What follows belongs to an exercise in optimizing a design on an open flow for small area, a short achievable clock period and few clock cycles per item; a production flow would make more cautious choices.
Only simulation tests tie the RTL to the original design; equivalence was not proved.
Power is estimated from default activity; no workload was simulated.

==> flow/design.v (outline; a module is shown in full before it is edited, if it fits) <==
// module nio61_proc: 1460 lines
// module nio61_x2: 7 lines
// module nio61_crc: 300 lines
module nio61_proc (
    input  wire        clk,
    input  wire        rst,
    input  wire        in_valid,
    output wire        in_ready,
    input  wire [7:0]  in_len,
    input  wire [95:0] in_frame,
    output wire        out_valid,
    input  wire        out_ready,
    output wire        out_err,
    output wire [31:0] out_data
);
  // ...
==> flow/flow/run.sh <==
#!/bin/bash
# Layout: the standard flow (standard.sh) with two changes:
#  - synthesis maps the XOR gate module of the checksum network with ABC's
#    speed script (synth_x2.tcl); all else as in the standard synthesis;
#  - the port buffers are sky130_fd_sc_hd__buf_2 cells.
set -euo pipefail
W=$PWD
bash standard.sh SYNTH_SCRIPT=$W/flow/synth_x2.tcl \
  "BUFFER_PORTS_ARGS=-buffer_cell sky130_fd_sc_hd__buf_2" finish > $W/flow.log 2>&1
==> flow/flow/synth_x2.tcl <==
# The standard synthesis (synth_recipe.tcl) with one change: the one-gate
# module nio61_x2 (an XOR), of which the checksum network is built, is mapped
# with ABC's speed script, which maps it to an XOR cell; every other module
# is mapped with the script the flow settings select, exactly as in the
# standard synthesis.  Registers are untouched.
proc synth {args} { yosys synth -nofsm -noshare {*}$args }
proc abc {args} {
  set i [lsearch -exact $args -script]
  set speed [lreplace $args [expr {$i + 1}] [expr {$i + 1}] $::env(SCRIPTS_DIR)/abc_speed.script]
  yosys abc {*}$args nio61_proc nio61_crc
  yosys abc {*}$speed nio61_x2
}
source $::env(SCRIPTS_DIR)/synth.tcl
# left out here: clear keep_hierarchy, flatten, clean up, hide names made inside functions, write 1_2_yosys.v
==> flow/standard.sh <==
#!/bin/bash
# synth_recipe.tcl (not shown) runs the flow's synth.tcl, then flattens the netlist and writes it again
# the make line also repeats each setting of config.mk as NAME=value (left out here)
make -C /OpenROAD-flow-scripts/flow DESIGN_CONFIG=/design/flow/config.mk WORK_HOME=/design/flow/orfs CLKGATE_MAP_FILE= SYNTH_SCRIPT=/design/flow/synth_recipe.tcl "${@:-finish}"
==> flow/config.mk <==
export PLATFORM = sky130hd
export DESIGN_NAME = nio61_proc
export DESIGN_NICKNAME = nio61_proc
export VERILOG_FILES = /design/flow/design.v
export SDC_FILE = /design/flow/constraint.sdc
export NUM_CORES = 4
export LEC_CHECK = 0
export ABC_AREA = 1
export ABC_CLOCK_PERIOD_IN_PS = 3700
export CAP_MARGIN = 20
export CORE_MARGIN = 2
export CORE_UTILIZATION = 40
export CTS_BUF_LIST = sky130_fd_sc_hd__clkbuf_4 sky130_fd_sc_hd__clkbuf_8
export PLACE_DENSITY = 0.6
export SETUP_SLACK_MARGIN = 3.0
export SLEW_MARGIN = 20
export SYNTH_HIERARCHICAL = 1
export SYNTH_MINIMUM_KEEP_SIZE = 0
==> flow/constraint.sdc <==
create_clock -name core_clock -period 6.0 [get_ports {clk}]
set_input_delay 1.2000 -clock core_clock [delete_from_list [all_inputs] [get_ports {clk}]]
set_output_delay 1.2000 -clock core_clock [all_outputs]
set_load 0.01 [all_outputs]
==> summary.txt, run 1 <==
vias per inst=4.96; worst setup margin=2940 ps; clkbuf count=78; RSZ-0062 raised after global routing=true; FF+latch count, synth=344; outcome=no timing/DRC/antenna violations; hold path endpoint=p_q9[3]$_DFFE_PP_; Buf/Inv on CP=4; register area share after synthesis=46.7%; DRT iter0 DRCs=993; Adder-Cell Fraction of Synth Area=0.0912%; HP Start=p_q7[1]$_DFFE_PP_; count of multi-input gates=1853; Port Buffer Count=136; Hold Slack=406 ps; largest power group=combinational logic; Comb power frac=42.0%; Via Count=18731; CTS resizes=131; Worst Max-Slew Pin Slew=1010 ps; most common cell after layout, fill and taps aside=nand2_1; ANT cells=0; Final Max Slew Viols=0; CP max stage delay=470 ps; Seq. pwr=0.00285 W; Non-clk invs=349; clock sinks=344; GR Util met2=35.1%; Seq pwr share=33.9%; met1 Track Usage GR=22.8%; die area=56800 sq um; ys flop type=edfxtp_1; Worst setup EP type=register
Testbench counts, summed over its fixed seeds: cycles 16,064, items 16,000.
==> run 2: changes to the inputs <==
--- a/flow/config.mk
+++ b/flow/config.mk
@@ -12,7 +12,7 @@
 export CORE_UTILIZATION = 40
 export CTS_BUF_LIST = sky130_fd_sc_hd__clkbuf_4 sky130_fd_sc_hd__clkbuf_8
 export PLACE_DENSITY = 0.6
-export SETUP_SLACK_MARGIN = 3.0
+export SETUP_SLACK_MARGIN = 2.6
 export SLEW_MARGIN = 20
 export SYNTH_HIERARCHICAL = 1
 export SYNTH_MINIMUM_KEEP_SIZE = 0
==> run 2 against run 1 <==
Against the previous run: still clean; count of clock-buffer cells in the layout down 4; combinational power down 22%; worst setup slack worse by 250 ps; clock power down 2%; core utilization down 7.7 points; clock skew down 6.7 ps; flip-flop and latch count unchanged; cell count down 6.4%; via count down 8.3%; largest cell class unchanged.
==> summary.txt, run 2 <==
synth warn=7; hold crit path type=register to register; DRT Pass-1 Iters=5; I/O Pins=143; placed insts=3374; ys flop type=edfxtp_1; Max Fclk=302 MHz; Final period util=55.2%; CTS tree=built; crit path max fanout=15; number of antenna violations at the first check in global routing=1; layout cell share with drive strength beyond 1=16.8%; GRT Total Usage=18.6%; Die Span Y=238 um; max_cap viols=0; Worst setup EP type=register; outcome=no timing/DRC/antenna violations; Synth area leaders=edfxtp_1 46%, xor2_1 15%, nand2_1 12%, inv_1 5.5%, nand3_1 4.7%; Hold Buf Count CTS=0; Crit Path Class=input pin to register; RSZ-0062 raised after global routing=false; gpl congestion=0.948; Die X=238 um; Via Count=17167 (-8.3%); Buf/Inv on CP=4 (unchanged); CP Launch Type=input pin; DRT iter0 DRCs=760 (-23%); Initial Util=40.7%; Max stage delay cell, worst path=maj3_1; Synth Instances=2553; most common cell after layout, fill and taps aside=nand2_1; number of flops mapped to enable cells by yosys=336; DRC=0; clock buffer depth=3; vias per inst=4.86 (-2.1%); hold depth=0; final net count=2901; leading registers by flop count=rem_q1: 16 flops, vm_q1: 15 flops; Clk pin slew, worst setup/hold paths=70 ps; CP max stage delay=430 ps (-40 ps); cts bufs inserted=56; Detailed Place HPWL=41800 um; Clock Skews=33.9 ps; core footprint=54000 sq um; die area=56800 sq um (unchanged); Seq. cell area=10200 sq um; most frequent cells in the layout=670 x nand2_1, 352 x xor2_1, 336 x edfxtp_1; Multi-input gate area=10600 sq um; Netlist cell types=58; Worst Max-Slew Pin Slew=1060 ps (+49.0 ps); Worst VDD drop=0.145 mV; Post-Syn Area=22000 sq um; H-Tree Depth=2; async set-reset flop share out of synthesis=0%; CP Data Arrival Time=3680 ps; Fin. Hold Viols=0; leakage=11.6 nW; FP Rows=85; FF+latch count, synth=344 (unchanged); area fraction of the dominant cell type after synthesis=45.9%; vias in the first global route=16547; Routed WL=53400 um; Remaining Overflow, GRT=0; Top reg by flops=rem_q1; Port Buffer Count=136 (unchanged); Max transition margin=29.3%; cell taking the most area after synthesis=edfxtp_1; first-pass GRT wire length=84300 um; Setup TNS=0 ps; Commonest cells post-synth=681 x nand2_1, 373 x xor2_1, 336 x edfxtp_1, 320 x inv_1, 205 x nand3_1; fin cells=3534; number of cells on the critical path=16; Root Buffer=clkbuf_8; Worst Reg-to-Reg Cells=20; Final Max Slew Viols=0 (unchanged); Layout area overhead=15.4%; power density cells=299 nW/um^2; max reg flops=16; worst-path cell chain=clkbuf_4 -> nand2_1 -> xor2_1 -> a21oi_1 -> a21oi_1 -> maj3_1 -> a21oi_4 -> nor2_1 -> nor2_2 -> nor3_4 -> buf_4 -> nor2_4 -> buf_12 -> inv_1 -> o21bai_1 -> nand2_1; most common cell in the synthesized netlist=nand2_1; routed len/inst=15.1 um; final setup violation count=0; Routed Antenna Nets=0; gate family responsible for the most delay along the worst path=compound AO/OA/AOI/OAI gates; critical path data required time=6360 ps; Tmin final=3310 ps; clock sinks=344 (unchanged); Tot Pwr=0.00757 W; Clock Latency Late Sink=630 ps; largest net degree at the start of global routing=49; Synth Area per Inst=8.60 sq um; register area share after synthesis=46.7% (unchanged); fillcell total=5149
run 2: changes by cell type in the layout (fill, tap and decap cells not counted), moves of 22 or more:
cell and change:
buf_4 -207, buf_6 -27, inv_1 +32, inv_2 -33
nand2_1 +100, nand2_2 -48, nand2_4 -45, nand3_1 +34
nand3_2 -29, nor2_1 +32, nor2_2 -22, xor2_1 +73
xor2_2 -52
run 2: layer usage:
metal	global-route usage (%)	up-vias	share of wire, %	routed length [um]
met3	2.49	103	3.6	1920
met2	33.7	314	50	26700
met1	22.6	7945	43	23100
met5	0	-	0	0
met4	6.88	0	3.2	1680
li1	-	8805	-	-
run 2: kinds of logic after synthesis:
kind of cell               synth area share, %
AOI/OAI and AO/OA                         4.60
xor gates and xnor gates                  16.0
adders and majority gates               0.0912
buffers and inverters                     6.77
DFF                                       46.7
other                                   0.0171
and+or+nand+nor                           25.8
run 2: final cells by class:
class	instances	area share (%)
inverters	348	5.19
multi-input cells	1848	42.0
diodes	1	0.00988
well taps	696	3.44
clock buffers	74	3.58
repair buffers	195	4.62
flip-flops and latches	344	40.5
clock inverters	28	0.731
run 2: Yosys stat by module (local to each module, per instance):
module      flip-flops and latches  copies in the design
nio61_x2                         0                   292
nio61_proc                     344                     1
nio61_crc                        0                     1
run 2: worst paths after layout:
| path | slack, ps | endpoint | startpoint |
|---|---|---|---|
| max | 2690 | rem_q1[1]$_DFFE_PP_ | in_frame[55] |
| min | 400 | p_q11[6]$_DFFE_PP_ | p_q9[4]$_DFFE_PP_ |
| max reg2reg | 2820 | rem_q3[0]$_DFFE_PP_ | vm_q1[3]$_DFFE_PP_ |
| min reg2reg | 400 | p_q11[6]$_DFFE_PP_ | p_q9[4]$_DFFE_PP_ |
run 2: worst reg2reg max path, stage by stage (launching register included):
cell	delay [ps]
edfxtp_1	470
inv_4	140
nand2_2	70
a21oi_2	210
nand2_4	100
nand2_4	90
nand2_4	120
a21oi_4	190
buf_4	180
buf_12	110
nand3_1	80
nand3_1	140
nand2_1	90
nand2_1	130
nor2_4	60
nor2_8	110
a21oi_4	80
nor2_4	200
buf_6	170
nand2_2	60
xnor2_1	130
run 2: through the flow:
stage          instance area (sq um)  hold WS [ps]  worst slack [ps]  utilization, %
6_report                       25300           398              2690            46.9
5_1_grt                        25300           413              2580            46.9
4_1_cts                        24600           398              2610            45.6
3_5_place_dp                   23400           405              1530            43.3
3_3_place_gp                   23400           400              1560            43.3
2_1_floorplan                  22000           400              2640               -
run 2: power by group:
group	total, W	internal (W)	switching, W
Clock	0.00198	0.00107	0.000905
Sequential	0.00285	0.00278	0.0000722
Combinational	0.00275	0.00102	0.00173
run 2: repair_timing:
action / in CTS / in global routing
buffers inserted: 8 / 45
gates resized for setup: 9 / 74
pin swaps: 4 / 18
gates cloned: 2 / 2
setup endpoints to repair: 47 / 71
endpoints found under the hold margin: 0 / 0

[separate check: timing with driven ports]
No port has a modelled driver above. Below, the same layouts with a new extraction and two added sets of constraints. Step 1 sets driving cells, clkbuf_16 on the clock port and buf_2 on the other inputs (assumed; they add their load-dependent delay and slew). Step 2 times the ports against the registers' clock, not the clock port: input delays grow and output delays shrink by t, the midpoint of the rising clock arrivals with the driver on. Three values: ideal ports, drivers, drivers and shift; two values: the first two.
run	t, ns	slack for setup (ns)	latest minus earliest clock arrival (ns)	slew at the worst register clock pin (ns)
run 1	0.688	2.939 / 2.939 / 2.272	0.041 / 0.041	0.07 / 0.07
run 2	0.671	2.687 / 2.716 / 2.045	0.034 / 0.034	0.07 / 0.07
After both steps every run listed still meets setup and hold. The setup slack of run 1, which loses most, moves by 0.000 ns with the drivers and by -0.667 ns with both steps.
